What follows belongs to an exercise in optimizing a design on an open flow for small area; a production flow would make more cautious choices. At most, simulation tests tie the RTL to the original design; equivalence was not proved. Power figures rest on the tool's default switching activity, not on a simulated workload.

==> amber <==
==> flow/design.v <==
module msf60_decoder (
    input  wire        clk,
    input  wire        rst,
    input  wire [15:0] cfg_padding_ms,           
    input  wire        cfg_carrier_off_level,
    input  wire        edge_valid,
    input  wire        edge_level,
    input  wire [31:0] edge_time_ms,
    output wire        edge_ready,
    output reg         time_available,
    output reg  [2:0]  parity_outcome,
    output wire [7:0]  frame_length_seconds,
    output wire [1:0]  leap_second_indicator,
    output wire [7:0]  lf_minute_bcd,
    output wire [7:0]  lf_hour_bcd,
    output wire [7:0]  lf_weekday_bcd,
    output wire [7:0]  lf_date_bcd,
    output wire [7:0]  lf_month_bcd,
    output wire [7:0]  lf_year_bcd,
    output reg         lf_dst_active,
    output reg         lf_dst_imminent,
    output wire [15:0] lf_dut1_positive_ms,
    output wire [15:0] lf_dut1_negative_ms,
    output wire [1:0]  lf_leap_second_indicator,
    output wire [7:0]  lf_frame_length_seconds,
    output wire [63:0] lf_epoch_seconds
);
    localparam [2:0] S_IDLE  = 3'd0,    
                     S_CHECK = 3'd1,    
                     S_PAR   = 3'd2,    
                     S_LOAD  = 3'd3,    
                     S_EPOCH = 3'd4,    
                     S_INIT  = 3'd5;    
    reg [2:0]  state;
    reg [15:0] padding_ms;
    reg        carrier_off_level;
    reg [31:0] last_pulse_start;
    reg [31:0] pending_pulse_start;
    reg        b_only;
    reg        frame_ready;
    reg [5:0]  bit_pointer;
    reg [42:0] wa;
    reg [6:0]  wb;
    reg [3:0]  dut1_pos_run;
    reg [3:0]  dut1_neg_run;
    reg        fl_v, fl_d1, fl_d0;
    reg        lfl_v, lfl_d1, lfl_d0;
    reg [34:0] fields;
    reg [3:0]  dut1_pos;
    reg [3:0]  dut1_neg;
    reg [32:0] epoch;
    reg [4:0]  pass;
    reg [5:0]  bitc;
    reg [1:0]  carry;
    reg [6:1]  dly;
    reg        pacc;
    assign edge_ready = (state == S_IDLE);
    wire [7:0] yr = fields[34:27];
    wire [4:0] mo = fields[26:22];
    wire [5:0] dt = fields[21:16];
    wire [2:0] wd = fields[15:13];
    wire [5:0] hr = fields[12:7];
    wire [6:0] mi = fields[6:0];
    wire        is_start = (edge_level == carrier_off_level);
    wire [31:0] opnd     = is_start ? last_pulse_start : pending_pulse_start;
    wire [32:0] bw;
    wire [31:0] diff;
    assign bw[0] = 1'b0;
    genvar k;
    generate for (k = 0; k < 32; k = k + 1) begin : g_sub
        assign diff[k]  = edge_time_ms[k] ^ opnd[k] ^ bw[k];
        assign bw[k+1]  = (!edge_time_ms[k] & opnd[k]) | (!(edge_time_ms[k] ^ opnd[k]) & bw[k]);
    end endgenerate
    wire        diff_hi  = |diff[31:16];
    wire [17:0] pa = {2'b00, diff[15:0]};
    wire [17:0] pb = {{2{padding_ms[15]}}, padding_ms};
    wire [18:0] pc;
    wire [17:0] psum;
    assign pc[0] = 1'b0;
    generate for (k = 0; k < 18; k = k + 1) begin : g_pad
        assign psum[k]  = pa[k] ^ pb[k] ^ pc[k];
        assign pc[k+1]  = (pa[k] & pb[k]) | ((pa[k] ^ pb[k]) & pc[k]);
    end endgenerate
    wire signed [17:0] padded = psum;
    wire ge100 = padded >= 18'sd100;
    wire ge200 = padded >= 18'sd200;
    wire ge300 = padded >= 18'sd300;
    wire ge400 = padded >= 18'sd400;
    wire ge500 = padded >= 18'sd500;
    wire ge600 = padded >= 18'sd600;
    wire sym1 = !diff_hi && ge100 && !ge200;
    wire sym2 = !diff_hi && ge200 && !ge300;
    wire sym3 = !diff_hi && ge300 && !ge400;
    wire sym5 = !diff_hi && ge500 && !ge600;
    wire sym_data = sym1 || sym2 || sym3;
    wire near_last = !diff_hi && (diff[15:0] < 16'd300);
    wire bit_a = !sym1;
    wire bit_b = sym3 || (sym1 && b_only);
    wire       ptr_last = (bit_pointer == 6'd63);
    wire [5:0] next_ptr = bit_pointer + {5'd0, !b_only};
    wire       marker_match = (wa[7:0] == 8'h7E);
    wire       s_bit        = wa[42];
    wire [5:0] j            = bitc;
    wire       grp_start    = (j == 6'd0) || (j == 6'd8) || (j == 6'd19) || (j == 6'd22);
    reg        grp_end;
    reg        grp_par;
    reg  [2:0] grp_code;
    always @(*) begin
        grp_end = 1'b1;
        case (j)
            6'd7:    begin grp_par = wb[5]; grp_code = 3'd1; end
            6'd18:   begin grp_par = wb[4]; grp_code = 3'd2; end
            6'd21:   begin grp_par = wb[3]; grp_code = 3'd3; end
            6'd34:   begin grp_par = wb[2]; grp_code = 3'd4; end
            default: begin grp_par = 1'b0;  grp_code = 3'd0; grp_end = 1'b0; end
        endcase
    end
    wire pacc_next = (grp_start ? 1'b0 : pacc) ^ s_bit;
    wire grp_fail  = grp_end && (pacc_next ^ grp_par);
    wire rot_end   = (bitc == 6'd42);
    assign frame_length_seconds    = {2'b00, fl_v, fl_v, fl_v, fl_d1, fl_v & !fl_d1, fl_d0};
    assign leap_second_indicator   = {fl_v & !fl_d1 & !fl_d0, fl_v & !fl_d0};
    assign lf_frame_length_seconds = {2'b00, lfl_v, lfl_v, lfl_v, lfl_d1, lfl_v & !lfl_d1, lfl_d0};
    assign lf_leap_second_indicator = {lfl_v & !lfl_d1 & !lfl_d0, lfl_v & !lfl_d0};
    assign lf_year_bcd    = yr;
    assign lf_month_bcd   = {3'b000, mo};
    assign lf_date_bcd    = {2'b00, dt};
    assign lf_weekday_bcd = {5'b00000, wd};
    assign lf_hour_bcd    = {2'b00, hr};
    assign lf_minute_bcd  = {1'b0, mi};
    assign lf_epoch_seconds = {31'd0, epoch};
    function [15:0] x100(input [3:0] c);
        x100 = (c == 4'd0) ? 16'd0   : (c == 4'd1) ? 16'd100 : (c == 4'd2) ? 16'd200 :
               (c == 4'd3) ? 16'd300 : (c == 4'd4) ? 16'd400 : (c == 4'd5) ? 16'd500 :
               (c == 4'd6) ? 16'd600 : (c == 4'd7) ? 16'd700 : 16'd800;
    endfunction
    assign lf_dut1_positive_ms = x100(dut1_pos);
    assign lf_dut1_negative_ms = x100(dut1_neg);
    wire [3:0] yt = yr[7:4];
    wire [3:0] yu = yr[3:0];
    wire       y2d   = (yt < 4'd9) || (yt == 4'd9 && yu <= 4'd9);
    wire       gt130 = (yt >= 4'd14) || (yt == 4'd13 && yu != 4'd0) || (yt == 4'd12 && yu >= 4'd11);
    wire       eq130 = (yt == 4'd13 && yu == 4'd0) || (yt == 4'd12 && yu == 4'd10);
    wire [5:0] u     = {1'b0, yt, 1'b0} + {2'b00, yu} + {4'd0, y2d, 1'b0};
    wire [5:0] u1    = u + 6'd1;
    wire [3:0] g     = u1[5:2];
    wire       is_leap = (u[1:0] == 2'd2) && !eq130;
    wire       adj   = is_leap && (mo[4] || mo[3:0] > 4'd2);
    wire [8:0] mdb =
        (mo == 5'h02) ? 9'd31  : (mo == 5'h03) ? 9'd59  : (mo == 5'h04) ? 9'd90  :
        (mo == 5'h05) ? 9'd120 : (mo == 5'h06) ? 9'd151 : (mo == 5'h07) ? 9'd181 :
        (mo == 5'h08) ? 9'd212 : (mo == 5'h09) ? 9'd243 :
        (mo == 5'h0A || mo == 5'h10) ? 9'd273 :
        (mo == 5'h0B || mo == 5'h11) ? 9'd304 :
        (mo == 5'h0C || mo == 5'h12) ? 9'd334 : 9'd0;    
    localparam [63:0] K10956 = 64'd10956;
    wire kconst_bit = y2d ? (K10956[i] ^ (i == 6'd0 && adj)) :
                      (i == 6'd0) ? !(adj ^ gt130) : (!adj || gt130);
    wire       r  = epoch[0];
    wire [5:0] i  = bitc;
    reg        addend;
    reg        e0, e1, e2, e3, e6;
    always @(*) begin
        addend = 1'b0;
        e0 = 1'b0; e1 = 1'b0; e2 = 1'b0; e3 = 1'b0; e6 = 1'b0;
        case (pass)
            5'd0:  begin addend = (i < 6'd4) && yt[i[1:0]]; end
            5'd1:  begin e3 = 1'b1; e1 = 1'b1; addend = (i < 6'd4) && yu[i[1:0]]; end
            5'd2:  begin e2 = 1'b1; e0 = 1'b1; end
            5'd3:  begin e6 = 1'b1; e3 = 1'b1; e0 = 1'b1;
                         addend = (i >= 6'd1) && (i <= 6'd4) && yt[i[1:0] - 2'd1]; end
            5'd4:  begin e0 = 1'b1; addend = kconst_bit; end
            5'd5:  begin e0 = 1'b1; addend = (i < 6'd9) && mdb[i[3:0]]; end
            5'd6:  begin e0 = 1'b1; addend = (i < 6'd4) && g[i[1:0]]; end
            5'd7:  begin e0 = 1'b1; addend = (i == 6'd3 && dt[4]) || (i == 6'd4 && dt[5]); end
            5'd8:  begin e0 = 1'b1; addend = (i == 6'd1 && dt[4]) || (i == 6'd2 && dt[5]); end
            5'd9:  begin e0 = 1'b1; addend = (i < 6'd4) && dt[i[1:0]]; end
            5'd10: begin e1 = 1'b1; e0 = 1'b1; addend = (i < 6'd2) && hr[4 + i[0]]; end
            5'd11: begin e2 = 1'b1; addend = (i < 6'd2) && hr[4 + i[0]]; end
            5'd12: begin e1 = 1'b1; addend = (i < 6'd4) && hr[i[1:0]]; end
            5'd13: begin e2 = 1'b1; e1 = 1'b1; addend = (i < 6'd3) && mi[4 + i[1:0]]; end
            5'd14: begin e2 = 1'b1; e0 = 1'b1; end
            5'd15: begin e1 = 1'b1; addend = (i < 6'd4) && mi[i[1:0]]; end
            5'd16: begin e3 = 1'b1; e2 = 1'b1; end
            5'd17: begin e2 = 1'b1; e0 = 1'b1; end
            default: ;
        endcase
    end
    wire [2:0] ssum = {2'b00, e0 & r} + {2'b00, e1 & dly[1]} + {2'b00, e2 & dly[2]} +
                      {2'b00, e3 & dly[3]} + {2'b00, e6 & dly[6]} + {2'b00, addend} +
                      {1'b0, carry};
    wire pass_end = (bitc == 6'd32);
    wire in_epoch = (state == S_EPOCH);
    wire in_rot   = (state == S_PAR) || (state == S_LOAD);
    wire counting = in_rot || in_epoch || (state == S_INIT);
    wire cnt_end  = in_epoch ? pass_end : rot_end;
    always @(posedge clk) begin
        if (rst) begin
            state               <= S_INIT;
            padding_ms          <= cfg_padding_ms;
            carrier_off_level   <= cfg_carrier_off_level;
            bit_pointer         <= 6'd0;
            last_pulse_start    <= 32'd0;
            pending_pulse_start <= 32'd0;
            b_only              <= 1'b0;
            frame_ready         <= 1'b0;
            time_available      <= 1'b0;
            parity_outcome      <= 3'd0;
            fl_v                <= 1'b0;
            fl_d1               <= 1'b0;
            fl_d0               <= 1'b0;
            lfl_v               <= 1'b0;
            lfl_d1              <= 1'b0;
            lfl_d0              <= 1'b0;
            lf_dst_active       <= 1'b0;
            lf_dst_imminent     <= 1'b0;
            dut1_pos            <= 4'd0;
            dut1_neg            <= 4'd0;
        end else begin
            case (state)
                S_IDLE: begin
                    if (edge_valid) begin
                        if (is_start) begin
                            b_only              <= near_last;
                            pending_pulse_start <= edge_time_ms;
                        end else begin
                            time_available <= 1'b0;
                            if (sym5) begin
                                last_pulse_start <= pending_pulse_start;
                                if (frame_ready) begin
                                    time_available <= 1'b1;
                                    frame_ready    <= 1'b0;
                                end
                                bit_pointer <= 6'd0;
                            end else if (sym_data) begin
                                last_pulse_start <= pending_pulse_start;
                                if (ptr_last && !b_only) begin
                                    bit_pointer <= 6'd0;
                                end else begin
                                    bit_pointer <= next_ptr;
                                    if (b_only) begin
                                        wa[0] <= bit_a;
                                        wb[0] <= bit_b;
                                    end else begin
                                        wa <= {wa[41:0], bit_a};
                                        wb <= {wb[5:0], bit_b};
                                        if (bit_pointer == 6'd1)
                                            dut1_pos_run <= {3'd0, wb[0]};
                                        else if (bit_pointer >= 6'd2 && bit_pointer <= 6'd8)
                                            dut1_pos_run <= dut1_pos_run + {3'd0, wb[0]};
                                        if (bit_pointer == 6'd9)
                                            dut1_neg_run <= {3'd0, wb[0]};
                                        else if (bit_pointer >= 6'd10 && bit_pointer <= 6'd16)
                                            dut1_neg_run <= dut1_neg_run + {3'd0, wb[0]};
                                    end
                                    if (next_ptr >= 6'd58 && next_ptr <= 6'd61)
                                        state <= S_CHECK;
                                end
                            end
                        end
                    end
                end
                S_CHECK: begin
                    state <= S_IDLE;
                    if (marker_match) begin
                        fl_v           <= 1'b1;
                        fl_d1          <= bit_pointer[2];
                        fl_d0          <= bit_pointer[0];
                        parity_outcome <= 3'd0;
                        state          <= S_PAR;
                    end
                end
                S_PAR: begin
                    wa <= {wa[41:0], wa[42]};
                    if (grp_fail && parity_outcome == 3'd0)
                        parity_outcome <= grp_code;
                    if (rot_end) begin
                        if (parity_outcome == 3'd0) begin
                            frame_ready <= 1'b1;
                            state       <= S_LOAD;
                        end else begin
                            frame_ready <= 1'b0;
                            state       <= S_IDLE;
                        end
                    end
                end
                S_LOAD: begin
                    wa <= {wa[41:0], wa[42]};
                    if (rot_end) begin
                        lf_dst_active   <= wb[1];
                        lf_dst_imminent <= wb[6];
                        dut1_pos        <= dut1_pos_run;
                        dut1_neg        <= dut1_neg_run;
                        lfl_v           <= 1'b1;
                        lfl_d1          <= bit_pointer[2];
                        lfl_d0          <= bit_pointer[0];
                        state           <= S_EPOCH;
                    end
                end
                S_EPOCH: begin
                    if (pass_end && pass == 5'd17)
                        state <= S_IDLE;
                end
                S_INIT: begin
                    if (rot_end)
                        state <= S_IDLE;
                end
                default: state <= S_IDLE;
            endcase
        end
    end
    always @(posedge clk) begin
        if ((state == S_LOAD && bitc <= 6'd34) || state == S_INIT)
            fields <= {fields[33:0], (state == S_LOAD) & wa[42]};
        if (in_epoch || state == S_INIT)
            epoch <= {in_epoch & ssum[0], epoch[32:1]};
    end
    always @(posedge clk) begin
        if (counting && !cnt_end && !rst)
            bitc <= bitc + 6'd1;
        else
            bitc <= 6'd0;
        if (in_epoch && !pass_end) begin
            carry <= ssum[2:1];
            dly   <= {dly[5:1], r};
        end else begin
            carry <= 2'd0;
            dly   <= 6'd0;
        end
        if (!in_epoch)
            pass <= 5'd0;
        else if (pass_end)
            pass <= pass + 5'd1;
        if (state == S_PAR)
            pacc <= pacc_next;
    end
endmodule
==> flow/run.sh <==
#!/bin/bash
# synth_recipe.tcl (not shown) runs the flow's synth.tcl, then flattens the netlist and writes it again
# the make line also repeats each setting of config.mk as NAME=value (left out here)
make -C /OpenROAD-flow-scripts/flow DESIGN_CONFIG=/design/flow/config.mk WORK_HOME=/design/flow/orfs CLKGATE_MAP_FILE= SYNTH_SCRIPT=/design/flow/synth_recipe.tcl finish
==> flow/config.mk <==
export PLATFORM = sky130hd
export DESIGN_NAME = msf60_decoder
export DESIGN_NICKNAME = msf60_decoder
export VERILOG_FILES = /design/flow/design.v
export SDC_FILE = /design/flow/constraint.sdc
export NUM_CORES = 4
export LEC_CHECK = 0
export CAP_MARGIN = 20
export CORE_MARGIN = 2
export CORE_UTILIZATION = 40
export CTS_BUF_LIST = sky130_fd_sc_hd__clkbuf_8
export CTS_CLUSTER_DIAMETER = 60
export CTS_CLUSTER_SIZE = 20
export SLEW_MARGIN = 20
==> flow/constraint.sdc <==
create_clock -name core_clock -period 15.0 [get_ports {clk}]
set_input_delay 3.0000 -clock core_clock [delete_from_list [all_inputs] [get_ports {clk}]]
set_output_delay 3.0000 -clock core_clock [all_outputs]
set_load 0.01 [all_outputs]
==> inputs of delta, as changes to amber <==
--- a/flow/design.v
+++ b/flow/design.v
@@ -36,6 +36,8 @@
     reg        carrier_off_level;
     reg [31:0] last_pulse_start;
     reg [31:0] pending_pulse_start;
+    reg        last_zero;                
+    reg        pending_zero;             
     reg        b_only;
     reg        frame_ready;
     reg [5:0]  bit_pointer;
@@ -62,16 +64,28 @@
     wire [5:0] hr = fields[12:7];
     wire [6:0] mi = fields[6:0];
     wire        is_start = (edge_level == carrier_off_level);
-    wire [31:0] opnd     = is_start ? last_pulse_start : pending_pulse_start;
-    wire [32:0] bw;
-    wire [31:0] diff;
+    wire        sel_last = is_start && !last_zero;
+    wire        sel_pend = !is_start && !pending_zero;
+    wire [31:0] opnd     = ({32{sel_last}} & last_pulse_start) | ({32{sel_pend}} & pending_pulse_start);
+    wire [16:0] bw;
+    wire [15:0] diff;
     assign bw[0] = 1'b0;
     genvar k;
-    generate for (k = 0; k < 32; k = k + 1) begin : g_sub
+    generate for (k = 0; k < 16; k = k + 1) begin : g_sub
         assign diff[k]  = edge_time_ms[k] ^ opnd[k] ^ bw[k];
         assign bw[k+1]  = (!edge_time_ms[k] & opnd[k]) | (!(edge_time_ms[k] ^ opnd[k]) & bw[k]);
     end endgenerate
-    wire        diff_hi  = |diff[31:16];
+    wire [15:0] t_hi = edge_time_ms[31:16];
+    wire [15:0] x_hi = opnd[31:16];
+    wire [15:0] e_hi = t_hi ^ x_hi;
+    wire [16:0] inc_c;                   
+    assign inc_c[0] = 1'b1;
+    generate for (k = 0; k < 16; k = k + 1) begin : g_inc
+        assign inc_c[k+1] = inc_c[k] & x_hi[k];
+    end endgenerate
+    wire        hi_eq0  = (e_hi == 16'd0);                
+    wire        hi_eq1  = (e_hi == inc_c[15:0]);          
+    wire        diff_hi = bw[16] ? !hi_eq1 : !hi_eq0;
     wire [17:0] pa = {2'b00, diff[15:0]};
     wire [17:0] pb = {{2{padding_ms[15]}}, padding_ms};
     wire [18:0] pc;
@@ -101,7 +115,6 @@
     wire       marker_match = (wa[7:0] == 8'h7E);
     wire       s_bit        = wa[42];
     wire [5:0] j            = bitc;
-    wire       grp_start    = (j == 6'd0) || (j == 6'd8) || (j == 6'd19) || (j == 6'd22);
     reg        grp_end;
     reg        grp_par;
     reg  [2:0] grp_code;
@@ -115,8 +128,7 @@
             default: begin grp_par = 1'b0;  grp_code = 3'd0; grp_end = 1'b0; end
         endcase
     end
-    wire pacc_next = (grp_start ? 1'b0 : pacc) ^ s_bit;
-    wire grp_fail  = grp_end && (pacc_next ^ grp_par);
+    wire grp_fail  = grp_end && (pacc ^ s_bit ^ grp_par);
     wire rot_end   = (bitc == 6'd42);
     assign frame_length_seconds    = {2'b00, fl_v, fl_v, fl_v, fl_d1, fl_v & !fl_d1, fl_d0};
     assign leap_second_indicator   = {fl_v & !fl_d1 & !fl_d0, fl_v & !fl_d0};
@@ -158,34 +170,38 @@
                       (i == 6'd0) ? !(adj ^ gt130) : (!adj || gt130);
     wire       r  = epoch[0];
     wire [5:0] i  = bitc;
-    reg        addend;
     reg        e0, e1, e2, e3, e6;
+    reg  [3:0] dsel;
+    reg  [1:0] doff;
+    reg        use_k, use_m;
     always @(*) begin
-        addend = 1'b0;
         e0 = 1'b0; e1 = 1'b0; e2 = 1'b0; e3 = 1'b0; e6 = 1'b0;
+        dsel = 4'd0; doff = 2'd0; use_k = 1'b0; use_m = 1'b0;
         case (pass)
-            5'd0:  begin addend = (i < 6'd4) && yt[i[1:0]]; end
-            5'd1:  begin e3 = 1'b1; e1 = 1'b1; addend = (i < 6'd4) && yu[i[1:0]]; end
+            5'd0:  begin dsel = yt; end
+            5'd1:  begin e3 = 1'b1; e1 = 1'b1; dsel = yu; end
             5'd2:  begin e2 = 1'b1; e0 = 1'b1; end
-            5'd3:  begin e6 = 1'b1; e3 = 1'b1; e0 = 1'b1;
-                         addend = (i >= 6'd1) && (i <= 6'd4) && yt[i[1:0] - 2'd1]; end
-            5'd4:  begin e0 = 1'b1; addend = kconst_bit; end
-            5'd5:  begin e0 = 1'b1; addend = (i < 6'd9) && mdb[i[3:0]]; end
-            5'd6:  begin e0 = 1'b1; addend = (i < 6'd4) && g[i[1:0]]; end
-            5'd7:  begin e0 = 1'b1; addend = (i == 6'd3 && dt[4]) || (i == 6'd4 && dt[5]); end
-            5'd8:  begin e0 = 1'b1; addend = (i == 6'd1 && dt[4]) || (i == 6'd2 && dt[5]); end
-            5'd9:  begin e0 = 1'b1; addend = (i < 6'd4) && dt[i[1:0]]; end
-            5'd10: begin e1 = 1'b1; e0 = 1'b1; addend = (i < 6'd2) && hr[4 + i[0]]; end
-            5'd11: begin e2 = 1'b1; addend = (i < 6'd2) && hr[4 + i[0]]; end
-            5'd12: begin e1 = 1'b1; addend = (i < 6'd4) && hr[i[1:0]]; end
-            5'd13: begin e2 = 1'b1; e1 = 1'b1; addend = (i < 6'd3) && mi[4 + i[1:0]]; end
+            5'd3:  begin e6 = 1'b1; e3 = 1'b1; e0 = 1'b1; dsel = yt; doff = 2'd1; end
+            5'd4:  begin e0 = 1'b1; use_k = 1'b1; end
+            5'd5:  begin e0 = 1'b1; use_m = 1'b1; end
+            5'd6:  begin e0 = 1'b1; dsel = g; end
+            5'd7:  begin e0 = 1'b1; dsel = {2'b00, dt[5:4]}; doff = 2'd3; end
+            5'd8:  begin e0 = 1'b1; dsel = {2'b00, dt[5:4]}; doff = 2'd1; end
+            5'd9:  begin e0 = 1'b1; dsel = dt[3:0]; end
+            5'd10: begin e1 = 1'b1; e0 = 1'b1; dsel = {2'b00, hr[5:4]}; end
+            5'd11: begin e2 = 1'b1; dsel = {2'b00, hr[5:4]}; end
+            5'd12: begin e1 = 1'b1; dsel = hr[3:0]; end
+            5'd13: begin e2 = 1'b1; e1 = 1'b1; dsel = {1'b0, mi[6:4]}; end
             5'd14: begin e2 = 1'b1; e0 = 1'b1; end
-            5'd15: begin e1 = 1'b1; addend = (i < 6'd4) && mi[i[1:0]]; end
+            5'd15: begin e1 = 1'b1; dsel = mi[3:0]; end
             5'd16: begin e3 = 1'b1; e2 = 1'b1; end
             5'd17: begin e2 = 1'b1; e0 = 1'b1; end
             default: ;
         endcase
     end
+    wire [5:0] di     = i - {4'd0, doff};
+    wire       dbit   = (di < 6'd4) && dsel[di[1:0]];
+    wire       addend = use_k ? kconst_bit : use_m ? ((i < 6'd9) && mdb[i[3:0]]) : dbit;
     wire [2:0] ssum = {2'b00, e0 & r} + {2'b00, e1 & dly[1]} + {2'b00, e2 & dly[2]} +
                       {2'b00, e3 & dly[3]} + {2'b00, e6 & dly[6]} + {2'b00, addend} +
                       {1'b0, carry};
@@ -200,8 +216,8 @@
             padding_ms          <= cfg_padding_ms;
             carrier_off_level   <= cfg_carrier_off_level;
             bit_pointer         <= 6'd0;
-            last_pulse_start    <= 32'd0;
-            pending_pulse_start <= 32'd0;
+            last_zero           <= 1'b1;
+            pending_zero        <= 1'b1;
             b_only              <= 1'b0;
             frame_ready         <= 1'b0;
             time_available      <= 1'b0;
@@ -223,10 +239,12 @@
                         if (is_start) begin
                             b_only              <= near_last;
                             pending_pulse_start <= edge_time_ms;
+                            pending_zero        <= 1'b0;
                         end else begin
                             time_available <= 1'b0;
                             if (sym5) begin
                                 last_pulse_start <= pending_pulse_start;
+                                last_zero        <= pending_zero;
                                 if (frame_ready) begin
                                     time_available <= 1'b1;
                                     frame_ready    <= 1'b0;
@@ -234,6 +252,7 @@
                                 bit_pointer <= 6'd0;
                             end else if (sym_data) begin
                                 last_pulse_start <= pending_pulse_start;
+                                last_zero        <= pending_zero;
                                 if (ptr_last && !b_only) begin
                                     bit_pointer <= 6'd0;
                                 end else begin
@@ -331,7 +350,6 @@
             pass <= 5'd0;
         else if (pass_end)
             pass <= pass + 5'd1;
-        if (state == S_PAR)
-            pacc <= pacc_next;
+        pacc <= (state == S_PAR) && !grp_end && (pacc ^ s_bit);
     end
 endmodule
==> flow/flow/run.sh (new file) <==
#!/bin/bash
set -euo pipefail
export BUFFER_PORTS_ARGS="-buffer_cell sky130_fd_sc_hd__buf_1"
export CTS_ARGS="-sink_clustering_enable -repair_clock_nets -buf_list sky130_fd_sc_hd__clkbuf_4 -sink_clustering_size 10 -sink_clustering_max_diameter 40 -dont_use_dummy_load"
export SKIP_REPAIR_TIE_FANOUT=1
bash standard.sh > flow_make.log 2>&1
==> flow/standard.sh (new file) <==
#!/bin/bash
# synth_recipe.tcl (not shown) runs the flow's synth.tcl, then flattens the netlist and writes it again
# the make line also repeats each setting of config.mk as NAME=value (left out here)
make -C /OpenROAD-flow-scripts/flow DESIGN_CONFIG=/design/flow/config.mk WORK_HOME=/design/flow/orfs CLKGATE_MAP_FILE= SYNTH_SCRIPT=/design/flow/synth_recipe.tcl "${@:-finish}"
--- a/flow/config.mk
+++ b/flow/config.mk
@@ -8,7 +8,4 @@
 export CAP_MARGIN = 20
 export CORE_MARGIN = 2
 export CORE_UTILIZATION = 40
-export CTS_BUF_LIST = sky130_fd_sc_hd__clkbuf_8
-export CTS_CLUSTER_DIAMETER = 60
-export CTS_CLUSTER_SIZE = 20
 export SLEW_MARGIN = 20
removed: flow/run.sh
==> notes <==
Between delta and amber, the lower hold slack is in delta (gap 0.031 ns). Non-clock buffer count: delta is lower than amber (9). Of delta and amber, delta has the higher register-to-register slack (gap 1.4 ns). Sequential power: amber is lower than delta (about 3.6%). Of amber and delta, amber has the higher power (gap about 11%, measured against delta). Between amber and delta, the lower final cell count is in delta (gap about 9%, measured against delta). Against delta, the via count of amber is higher by 6.6%. amber completed with no timing, DRC or antenna violations. delta produced a clean layout. Between amber and delta, the lower clock power is in delta (gap 45%, measured against delta). Between delta and amber, the lower worst setup slack is in amber (gap 1.4 ns). Against delta, the count of clock-buffer cells in the layout of amber is lower by 17.
==> figures <==
item                                                                        amber           delta
Result of the run                                                  finished clean  finished clean
Count of fill cells added during filler insertion                           3,116           3,191
Total met3 wirelength after detailed routing                              1517 um         1574 um
Most numerous cell in the Yosys netlist                                   nand2_1        edfxtp_1
Mux share of post-synthesis cell area                                      2.771%          2.378%
Post-route fraction of the period consumed by the critical path            96.35%          86.70%
Skew-Pair Late Insertion Delay                                            0.59 ns         0.69 ns
Upper clock frequency limit                                             69.19 MHz       76.89 MHz
Count of cells along the worst register-to-register path                       42              33
Power of the combinational group                                           106 uW         95.5 uW
Hold WS                                                                 0.4149 ns       0.3842 ns
Launch point of the worst hold path                                        dly[4]          wa[11]
Total wirelength of the detailed-routed design                          28,820 um       27,100 um
Cell Int Power                                                            1005 uW        937.6 uW
Cells on Worst Hold Path                                                        1               0
Area after DPL                                                         15,000 um2      14,070 um2
Vias in the first global route                                              9,089           8,740
Fraction of area in clock buffers and inverters                            3.865%          2.185%
Tapcell Cnt                                                                   442             448
Fraction of synthesized cell area taken by the top area cell type          32.80%          45.97%
Non-filler cells, final                                                     1,892           1,728
Function not checked in delta: the RTL went through the layout flow alone.

==> port drivers added, routing unchanged <==
How much do the figures lean on ideal ports? The routed layouts below were timed once more, with nothing changed but the port constraints.
Step 1 sets driving cells, clkbuf_16 on the clock port and buf_2 on the other inputs (assumed; they add their load-dependent delay and slew).
Step 2 adds t to the input delays and takes it off the output delays; t is the mean of the earliest and latest rising clock arrival at the registers after step 1. Input paths then give back, and output paths get back, about the clock's delay inside the block.
a / b / c = ideal ports / drivers / drivers and shift; a / b = the first two.
| run | t, ns | setup WS [ns] | hold WS [ns] | worst setup path at the end | cell pins on the clock port's net |
|---|---|---|---|---|---|
| amber | 0.625 | 0.548 / 0.569 / -0.056 | 0.415 / 0.415 / 0.415 | input to register | 1 |
| delta | 0.692 | 1.994 / 2.013 / 1.322 | 0.384 / 0.384 / 0.384 | input to register | 1 |
Met with ideal ports but missed after step 2: setup timing in amber. The setup slack of delta, which loses most, moves by +0.019 ns with the drivers and by -0.672 ns with both steps.
